From an optimization exercise on the open Yosys and OpenROAD flow, aimed at small area, a short achievable clock period and few clock cycles; shortcuts taken in it are not production practice.
Power is estimated from default activity; no workload was simulated.

## v24
// dict_expand
module dict_expand (
    input  wire       clk,
    input  wire       rst,         
    input  wire       start,       
    output wire [1:0] status,      
    output wire [2:0] err,         
    input  wire       in_valid,
    input  wire       in_end,      
    input  wire [7:0] in_data,
    output wire       in_ready,
    output wire       out_valid,
    output wire [7:0] out_data,
    input  wire       out_ready
);
Settings: LEC_CHECK=0, CAP_MARGIN=20, CORE_MARGIN=2, CORE_UTILIZATION=40, CTS_BUF_LIST=sky130_fd_sc_hd__clkbuf_8, PLACE_DENSITY=0.6, SLEW_MARGIN=20; clock period 12.5 ns.
standard.sh (not shown) runs the stock make flow with config.mk's settings and CLKGATE_MAP_FILE= SYNTH_SCRIPT=/design/flow/synth_recipe.tcl, a recipe that flattens the netlist after the stock synthesis.
==> flow/flow/run.sh <==
#!/bin/bash
# Standard layout, with repair_timing asked to overfix setup (the SDC and
# clock period are the design's; only the repair target is tighter), and
# the port buffers made of buf_4 cells.
set -euo pipefail
export SETUP_SLACK_MARGIN=9.0
export BUFFER_PORTS_ARGS="-buffer_cell sky130_fd_sc_hd__buf_4"
bash standard.sh > standard_flow.log 2>&1
No stage failed in v24, and the final checks on the layout all came back clean.
Relative to v24, the following input files were edited for v10:
- PLACE_DENSITY now 0.75, was 0.6
- CTS_BUF_LIST no longer set, was sky130_fd_sc_hd__clkbuf_8
- CORE_UTILIZATION now 60, was 40
The final layouts of v24 and v10 pass the timing, DRC and antenna checks.
For final worst hold slack, v10 and v24 come out practically identical.
Looking at peak per-stage delay on the critical path, v10 sits 0.05 ns above v24.
v10 — global-route usage 8.2 points higher, v24 as reference
v10 packs its core tighter than v24.
Between v10 and v24, it is v10 whose fill cell instance count of the final layout is lower, by 2815.
Sequential share of layout area for v10: 0.44 points up relative to v24
Post-layout minimum cycle time (higher): v24
Per the comparison of v10 with v24, source-to-sink clock delay at the later pin of the worst-skew pair went down, wire length went down by about 3%.
diff inputs: v10 => v43
- PLACE_DENSITY changed from 0.75 to 0.6
- CTS_CLUSTER_SIZE newly set to 25
- CTS_CLUSTER_DIAMETER newly set to 100
- CORE_UTILIZATION changed from 60 to 40
Notes after the runs:
v43 reached the final stage; the timing, DRC and antenna checks on its layout passed. Cmp v10 and v43 / core outline area / lower: v10. Filler-free cell count of the finished design is higher on v43. v43 — portion of the clock cycle consumed by the worst path in the final layout 0.19 points lower, v10 as reference. Looking at start point of the critical path, the head[4] result is from v43; the head[6] one comes from v10. [diff] area enclosed by the die boundary, v43 relative to v10: regression. Diff v10 -> v43 | number of non-clock inverters | increase of 1. Diff v10 -> v43 | final estimated routing congestion in global placement | down slightly. v43 — met2 routed wirelength 1.2% lower, v10 as reference. Final routed wirelength across all metal layers delta (v43 − v10): unfavourable. Measured against each other, v10 and v43 differ in combinational fraction of design power, the lower figure coming from v10.
Function was not checked in any run of this note: the RTL went through the layout flow alone.

Another version of the RTL of dict_expand (not shown whole).
Size: roughly 660 flip-flops, ~29 I/O pins, about 0.026 sq mm of cells after synthesis.
clock: 12.5 ns
lec_check: 0
cap_margin: 20
core_margin: 2
core_utilization: 40
cts_cluster_diameter: 100
cts_cluster_size: 30
place_density: 0.6
slew_margin: 20
==> flow/flow/run.sh <==
#!/bin/bash
# Standard layout, with repair_timing asked to overfix setup (the SDC and
# clock period are the design's; only the repair target is tighter), and
# the port buffers made of buf_4 cells.
set -euo pipefail
export SETUP_SLACK_MARGIN=8.8
export BUFFER_PORTS_ARGS="-buffer_cell sky130_fd_sc_hd__buf_4"
bash standard.sh > standard_flow.log 2>&1
The first run ran to the end with no violations.
Rerun with:
--- a/flow/flow/run.sh
+++ b/flow/flow/run.sh
@@ -5,3 +5,3 @@
 set -euo pipefail
-export SETUP_SLACK_MARGIN=8.8
+export SETUP_SLACK_MARGIN=9.0
 export BUFFER_PORTS_ARGS="-buffer_cell sky130_fd_sc_hd__buf_4"
CTS_CLUSTER_SIZE = 25   (was 30)
- The changed run completed without violations
- non-clock buffer count goes up by 23
- final area goes up by 2.7%
- die area stays the same
- total power goes up by 4.9%
- sequential share of layout area goes down by 1.2 points
- via count goes up by 1.4%
- first-iteration DRC count goes down by 12%
No run of this note included a check of the RTL's function; only the layout flow was run.

==> afterwards: timing with drivers on the ports <==
No port has a modelled driver above. Below, the same layouts with a new extraction and two added sets of constraints.
Step 1 (the two cells are an assumption about what drives the block):
set clk [get_ports {clk}]
set_driving_cell -lib_cell sky130_fd_sc_hd__clkbuf_16 $clk
set_driving_cell -lib_cell sky130_fd_sc_hd__buf_2 [delete_from_list [all_inputs] $clk]
Step 2 times the ports against the registers' clock, not the clock port: input delays grow and output delays shrink by t, the midpoint of the rising clock arrivals with the driver on.
Three values: no drivers, after step 1, after step 2; two values: the first two.
run | t (ns) | slack for setup (ns) | hold WS [ns] | clock arrival spread, ns | slew at the worst register clock pin (ns)
v24 | 0.754 | 8.691 / 8.630 / 8.453 | 0.329 / 0.329 / 0.329 | 0.043 / 0.043 | 0.07 / 0.07
v10 | 0.688 | 8.702 / 8.642 / 8.472 | 0.330 / 0.330 / 0.330 | 0.027 / 0.027 | 0.07 / 0.07
v43 | 0.691 | 8.726 / 8.664 / 8.479 | 0.342 / 0.342 / 0.342 | 0.028 / 0.029 | 0.11 / 0.11
the first run of note 2 | 0.673 | 8.844 / 8.779 / 8.210 | 0.336 / 0.336 / 0.336 | 0.028 / 0.027 | 0.12 / 0.12
the second run of note 2 | 0.674 | 8.872 / 8.811 / 8.419 | 0.329 / 0.329 / 0.329 | 0.039 / 0.039 | 0.11 / 0.11
After both steps setup and hold are still met in every run listed. The setup slack of the first run of note 2, which loses most, moves by -0.065 ns with the drivers and by -0.634 ns with both steps.
